Source: an optimization exercise on an open RTL-to-GDS flow (aim: small area). Production flows keep margins and buffers that such runs may drop. Only simulation tests tie the RTL to the original design; equivalence was not proved. No activity file was given, so power comes from the tool's default toggle rates.

==> flow/design.v (excerpt) <==
module fuzix_glue (
    input  wire        clk,
    input  wire        rst,              
    input  wire        store_open,
    input  wire        store_writable,
    input  wire [40:0] store_size,
    input  wire        bus_valid,
    input  wire        bus_rd,           
    input  wire        bus_sync,         
    input  wire [15:0] bus_addr,
    input  wire [7:0]  bus_wdata,
    output reg         data_drive,       
    output reg  [7:0]  data_out,         
    input  wire        tick,
    output wire        irq,
    output wire        mem_re,
    output wire        mem_we,
    output wire [15:0] mem_addr,
    output wire [7:0]  mem_wdata,
    input  wire [7:0]  mem_rdata,
    output wire        st_re,
    output wire        st_we,
    output wire [40:0] st_addr,
    output wire [7:0]  st_wdata,
    input  wire [7:0]  st_rdata
);
    wire page_fe   = bus_addr[15:8] == 8'hFE && !bus_addr[4] && !bus_addr[3];
    wire in_disk   = page_fe && bus_addr[7:5] == 3'b011 && bus_addr[2:0] != 3'd7;
    wire in_timer  = page_fe && bus_addr[7:5] == 3'b100 &&
                     !(bus_addr[2] && bus_addr[1]);
    wire in_mem    = !in_disk && !in_timer;
  ...
Size: about 110 flip-flops, roughly 180 I/O pins.
export LEC_CHECK = 0
export CAP_MARGIN = 20
export CORE_MARGIN = 2
export CORE_UTILIZATION = 40
export SLEW_MARGIN = 20
create_clock -name core_clock -period 10.0 [get_ports {clk}]
standard.sh (not shown) runs the stock make flow with config.mk's settings and CLKGATE_MAP_FILE= SYNTH_SCRIPT=/design/flow/synth_recipe.tcl, a recipe that flattens the netlist after the stock synthesis.
==> flow/flow/run.sh <==
#!/bin/bash
# The standard ORFS layout with three changes:
#  - synthesis maps the logic with an area-oriented ABC script
#    (flow/abc_area.script) in place of ORFS's speed script; everything
#    else in synthesis (registers, flattening, renaming) is the standard flow's own;
#  - the port buffers are the smallest buffer cell;
#  - the clock tree uses small clock buffers and no dummy loads.
set -euo pipefail
HERE=$PWD
# ORFS synth.tcl, with the ABC script replaced
sed 's#^source \$::env(SCRIPTS_DIR)/synth_preamble.tcl#&\nset abc_args [lreplace $abc_args 1 1 '"$HERE"'/flow/abc_area.script]#' \
    "$FLOW_HOME/scripts/synth.tcl" > my_synth_body.tcl
grep -q abc_area.script my_synth_body.tcl
# The standard flow's synthesis wrapper, sourcing the copy above
sed 's#source \$::env(SCRIPTS_DIR)/synth.tcl#source '"$HERE"'/my_synth_body.tcl#' synth_recipe.tcl > my_synth_recipe.tcl
grep -q my_synth_body.tcl my_synth_recipe.tcl
# standard.sh, with the synthesis script swapped
sed 's#SYNTH_SCRIPT=[^ ]*#SYNTH_SCRIPT='"$HERE"'/my_synth_recipe.tcl#' standard.sh > my_standard.sh
grep -q my_synth_recipe.tcl my_standard.sh
export BUFFER_PORTS_ARGS="-buffer_cell sky130_fd_sc_hd__buf_1"
export CTS_ARGS="-sink_clustering_enable -repair_clock_nets -dont_use_dummy_load -buf_list {sky130_fd_sc_hd__clkbuf_4 sky130_fd_sc_hd__clkbuf_8}"
bash my_standard.sh finish > standard.log 2>&1
==> flow/flow/abc_area.script <==
&get -n
&st
&deepsyn -T 60
&syn2
&dch -f
&nf -R 1000
&st
&syn2
&dch -f
&nf -R 1000
&put
Rerun with:
==> flow/flow/abc_area.script (replaced) <==
&get -n
&st
&dch
&nf
&st
&syn2
&if -g -K 6
&synch2
&nf
&st
&syn2
&dch -f
&nf -R 20
&put
What happened:
- non-clock buffer count drops by 1
- worst setup slack improved by 1.2 ns
- power is about the same
- utilization decreases by 0.32 points
- via count is higher by 6.1%
Rerun with:
==> flow/flow/abc_area.script (replaced) <==
&get -n
&st
&deepsyn -T 60
&dch -f
&nf -R 1000
&put
Effect: Cell area rose by 9.7%; combinational power climbs by about 3%; fmax goes down by 18%; die area is lower by 4.6%.


== tundra ==
The RTL this note starts from:
==> flow/design.v <==
module glue_timer (
    input  wire       clk,
    input  wire       rst,         
    input  wire       wr_en,       
    input  wire [2:0] wr_off,      
    input  wire [7:0] wr_data,
    input  wire       tick,
    output wire [7:0] count,       
    output wire       irq
);
    reg [15:0] ticks;
    reg [7:0]  target;
    reg        paused;
    reg        irq_q;
    wire w_tgt   = wr_en && wr_off == 3'd0;
    wire w_rst   = wr_en && wr_off == 3'd2;
    wire w_trig  = wr_en && wr_off == 3'd3;
    wire w_pause = wr_en && wr_off == 3'd4;
    wire w_cont  = wr_en && wr_off == 3'd5;
    wire clr = w_tgt || w_rst || w_trig;
    wire [7:0]  n_target = w_tgt ? wr_data : target;
    wire        n_paused = w_pause || (paused && !clr && !w_cont);
    wire        n_irq    = w_trig || (irq_q && !(w_tgt || w_rst || w_cont));
    wire        go   = tick && !n_paused;
    wire [15:0] inc  = ticks + {15'd0, go};      
    wire [15:0] t    = clr ? 16'd1 : inc;        
    wire        tz   = n_target == 8'd0;
    wire        hit  = !tz && t[7:0] == n_target;    
    wire        fire = tz ? !t[15] : hit;
    wire        zero = clr || (go && hit);
    wire [15:0] n_t  = zero ? {15'd0, clr && go && !hit} : inc;
    always @(posedge clk) begin
        if (rst) begin
            ticks  <= 16'd0;
            target <= 8'd255;
            paused <= 1'b1;
            irq_q  <= 1'b0;
        end else begin
            target <= n_target;
            paused <= n_paused;
            ticks  <= n_t;
            irq_q  <= (go && fire) || n_irq;
        end
    end
    assign count = ticks[7:0];
    assign irq   = irq_q;
endmodule
module glue_disk (
    input  wire        clk,
    input  wire        rst,              
    input  wire        store_open,
    input  wire        store_writable,
    input  wire [40:0] store_size,
    input  wire        wr_en,            
    input  wire        rd_en,            
    input  wire [2:0]  off,              
    input  wire [7:0]  wr_data,
    output wire [7:0]  rd_data,          
    output wire [40:0] st_addr,
    output wire        st_re,
    output wire        st_we,
    output wire [7:0]  st_wdata,
    input  wire [7:0]  st_rdata
);
    reg        status;       
    reg        seeked;
    reg [7:0]  param0, param1, param2, param3;
    reg [40:0] pos;
    wire        le  = off[1];
    reg  [41:0] cc;
    integer     i;
    always @(*) begin
        cc[0] = le;
        for (i = 0; i < 41; i = i + 1)
            cc[i+1] = (store_size[i] & ~pos[i]) | (store_size[i] & cc[i]) |
                      (~pos[i] & cc[i]);
    end
    wire        cmp = cc[41];
    wire data_rd = rd_en && off == 3'd5;
    wire data_wr = wr_en && off == 3'd5;
    assign st_addr  = pos;
    assign st_re    = store_open && data_rd && cmp;
    assign st_we    = store_open && data_wr && store_writable && cmp;
    assign st_wdata = wr_data;
    wire data_ok = st_re || st_we;
    wire cmd     = wr_en && off == 3'd0 && store_open;
    wire select  = cmd && wr_data == 8'h00;
    wire seek    = cmd && wr_data == 8'h01;
    wire stat_nok = seeked ? !cmp : status;
    assign rd_data = {7'd0, rd_en && off == 3'd6 && stat_nok} |
                     ((rd_en && off == 3'd5 && st_re) ? st_rdata : 8'h00);
    always @(posedge clk) begin
        if (rst) begin
            status <= !store_open;
            seeked <= 1'b0;
            pos    <= 41'd0;
        end else begin
            if (seek) begin
                seeked <= 1'b1;
                pos    <= {param3, param2, param1, param0, 9'd0};
            end else begin
                if (select || data_rd || data_wr) begin
                    seeked <= 1'b0;
                    status <= !select && !data_ok;
                end
                pos <= pos + {40'd0, data_ok};
            end
        end
        if (rst || (wr_en && off == 3'd1)) param0 <= rst ? 8'd0 : wr_data;
        if (rst || (wr_en && off == 3'd2)) param1 <= rst ? 8'd0 : wr_data;
        if (rst || (wr_en && off == 3'd3)) param2 <= rst ? 8'd0 : wr_data;
        if (rst || (wr_en && off == 3'd4)) param3 <= rst ? 8'd0 : wr_data;
    end
endmodule
module fuzix_glue (
    input  wire        clk,
    input  wire        rst,              
    input  wire        store_open,
    input  wire        store_writable,
    input  wire [40:0] store_size,
    input  wire        bus_valid,
    input  wire        bus_rd,           
    input  wire        bus_sync,         
    input  wire [15:0] bus_addr,
    input  wire [7:0]  bus_wdata,
    output reg         data_drive,       
    output reg  [7:0]  data_out,         
    input  wire        tick,
    output wire        irq,
    output wire        mem_re,
    output wire        mem_we,
    output wire [15:0] mem_addr,
    output wire [7:0]  mem_wdata,
    input  wire [7:0]  mem_rdata,
    output wire        st_re,
    output wire        st_we,
    output wire [40:0] st_addr,
    output wire [7:0]  st_wdata,
    input  wire [7:0]  st_rdata
);
    wire page_fe   = bus_addr[15:8] == 8'hFE && !bus_addr[4] && !bus_addr[3];
    wire in_disk   = page_fe && bus_addr[7:5] == 3'b011 && bus_addr[2:0] != 3'd7;
    wire in_timer  = page_fe && bus_addr[7:5] == 3'b100 &&
                     !(bus_addr[2] && bus_addr[1]);
    wire in_mem    = !in_disk && !in_timer;
    wire [2:0] off = bus_addr[2:0];
    wire cyc = bus_valid && !rst;
    wire rd  = cyc && bus_rd;
    wire wr  = cyc && !bus_rd;
    assign mem_re    = rd && in_mem;
    assign mem_we    = wr && in_mem;
    assign mem_addr  = bus_addr;
    assign mem_wdata = bus_wdata;
    wire [7:0] timer_count;
    glue_timer u_timer (
        .clk     (clk),
        .rst     (rst),
        .wr_en   (wr && in_timer),
        .wr_off  (off),
        .wr_data (bus_wdata),
        .tick    (tick),
        .count   (timer_count),
        .irq     (irq)
    );
    wire [7:0] disk_rdata;
    glue_disk u_disk (
        .clk            (clk),
        .rst            (rst),
        .store_open     (store_open),
        .store_writable (store_writable),
        .store_size     (store_size),
        .wr_en          (wr && in_disk),
        .rd_en          (rd && in_disk),
        .off            (off),
        .wr_data        (bus_wdata),
        .rd_data        (disk_rdata),
        .st_addr        (st_addr),
        .st_re          (st_re),
        .st_we          (st_we),
        .st_wdata       (st_wdata),
        .st_rdata       (st_rdata)
    );
    wire [7:0] rdata = in_disk  ? disk_rdata :
                       in_timer ? (off == 3'd1 ? timer_count : 8'h00) :
                                  mem_rdata;
    always @(posedge clk) begin
        if (rst)
            data_drive <= 1'b0;
        else if (bus_valid)
            data_drive <= bus_rd;
        if (bus_valid)
            data_out <= rdata;
    end
endmodule
export LEC_CHECK = 0
export CAP_MARGIN = 20
export CORE_MARGIN = 2
export CORE_UTILIZATION = 40
export SLEW_MARGIN = 20
create_clock -name core_clock -period 10.0 [get_ports {clk}]
==> flow/flow/run.sh <==
#!/bin/bash
# The standard ORFS layout with three changes:
#  - synthesis maps the logic with an area-oriented ABC script
#    (flow/abc_area.script) in place of ORFS's speed script; everything
#    else in synthesis (registers, flattening, renaming) is the standard flow's own;
#  - the port buffers are the smallest buffer cell;
#  - the clock tree uses small clock buffers and no dummy loads.
set -euo pipefail
HERE=$PWD
# ORFS synth.tcl, with the ABC script replaced
sed 's#^source \$::env(SCRIPTS_DIR)/synth_preamble.tcl#&\nset abc_args [lreplace $abc_args 1 1 '"$HERE"'/flow/abc_area.script]#' \
    "$FLOW_HOME/scripts/synth.tcl" > my_synth_body.tcl
grep -q abc_area.script my_synth_body.tcl
# The standard flow's synthesis wrapper, sourcing the copy above
sed 's#source \$::env(SCRIPTS_DIR)/synth.tcl#source '"$HERE"'/my_synth_body.tcl#' synth_recipe.tcl > my_synth_recipe.tcl
grep -q my_synth_body.tcl my_synth_recipe.tcl
# standard.sh, with the synthesis script swapped
sed 's#SYNTH_SCRIPT=[^ ]*#SYNTH_SCRIPT='"$HERE"'/my_synth_recipe.tcl#' standard.sh > my_standard.sh
grep -q my_synth_recipe.tcl my_standard.sh
export BUFFER_PORTS_ARGS="-buffer_cell sky130_fd_sc_hd__buf_1"
export CTS_ARGS="-sink_clustering_enable -repair_clock_nets -dont_use_dummy_load -buf_list {sky130_fd_sc_hd__clkbuf_8} -sink_clustering_size 30 -sink_clustering_max_diameter 200"
bash my_standard.sh finish > standard.log 2>&1
==> flow/flow/abc_area.script <==
&get -n
&st
&deepsyn -T 60
&syn2
&dch -f
&nf -R 1000
&put
### tundra -> harbor
--- a/flow/flow/run.sh
+++ b/flow/flow/run.sh
@@ -20,3 +20,3 @@
 export BUFFER_PORTS_ARGS="-buffer_cell sky130_fd_sc_hd__buf_1"
-export CTS_ARGS="-sink_clustering_enable -repair_clock_nets -dont_use_dummy_load -buf_list {sky130_fd_sc_hd__clkbuf_8} -sink_clustering_size 30 -sink_clustering_max_diameter 200"
+export CTS_ARGS="-sink_clustering_enable -repair_clock_nets -dont_use_dummy_load -buf_list {sky130_fd_sc_hd__clkbuf_4 sky130_fd_sc_hd__clkbuf_8}"
 bash my_standard.sh finish > standard.log 2>&1
Notes after the runs:
Diff tundra -> harbor: power consumption closely matched the old numbers, part of the total power dissipated in the clock network closely matched the old numbers, starting utilization of the core area closely matched the old numbers. Comparing harbor against tundra, there is no change at all in final critical delay including setup and external delays. Largest vdd supply drop of tundra is on par with harbor.
Here is what was changed in the inputs of garnet compared with harbor.
==> flow/flow/abc_area.script <==
&get -n
&st
&deepsyn -T 60
&b
&dch -f
&nf -R 1000
&put
Results
- Per the final summary, garnet finished and its layout is clean on timing, DRC and antenna.
- For the synthesized cell count, garnet came in 17 higher than harbor did.
- Maximum frequency of garnet is on par with harbor.
- garnet vs harbor: multi-input combinational cell area up slightly
- harbor -> garnet: wire length increased by a few percent
- [compare] base=harbor new=garnet: power after layout moved up; number of cells traversed by the worst hold path fell by 1; core utilization shows an increase of 0.52 points; cell area after placement saw an increase; number of fillers in the final layout climbed about 3.6%.
Inputs modified between garnet and yarrow:
- putting GPL_TIMING_DRIVEN at 0 where nothing was set
- swapping 20 for 0 in CAP_MARGIN
- swapping 20 for 0 in SLEW_MARGIN
==> flow/flow/abc_area.script <==
&get -n
&st
&syn2
&dch -f
&nf -R 1000
&st
&syn2
&dch -f
&nf -R 1000
&put
### Flow results
- The area of the die of yarrow is higher than that of garnet.
- On detailed-placement wirelength estimate: between garnet and yarrow, it ends up lower for garnet.
- On critical path depth, the lower figure sits with yarrow, not garnet.

-- port drivers added, routing unchanged --
The results above use ideal ports. As a check the final layouts listed here were re-extracted and re-timed, cells and wires unchanged.
Step 1 sets driving cells, clkbuf_16 on the clock port and buf_2 on the other inputs (assumed; they add their load-dependent delay and slew).
Step 2 times the ports against the registers' clock, not the clock port: input delays grow and output delays shrink by t, the midpoint of the rising clock arrivals with the driver on.
Slacks: ideal ports / drivers / drivers and shift; pairs: ideal ports / drivers.
run	shift t [ns]	slack for setup (ns)	slew at the worst register clock pin (ns)	worst data-port slew with drivers (ns)
the first run of note 1	0.389	0.831 / 0.806 / 0.606	0.11 / 0.11	0.04
the second run of note 1	0.405	2.037 / 2.048 / 1.642	0.11 / 0.11	0.05
the third run of note 1	0.393	0.264 / 0.262 / -0.131	0.11 / 0.11	0.05
tundra	0.396	0.973 / 0.952 / 0.897	0.10 / 0.10	0.05
harbor	0.396	0.973 / 0.952 / 0.897	0.10 / 0.10	0.05
garnet	0.401	0.970 / 0.947 / 0.784	0.10 / 0.10	0.05
yarrow	0.396	0.787 / 0.754 / 0.513	0.11 / 0.11	0.04
With both steps, setup timing fails in the third run of note 1, where it was met with ideal ports.
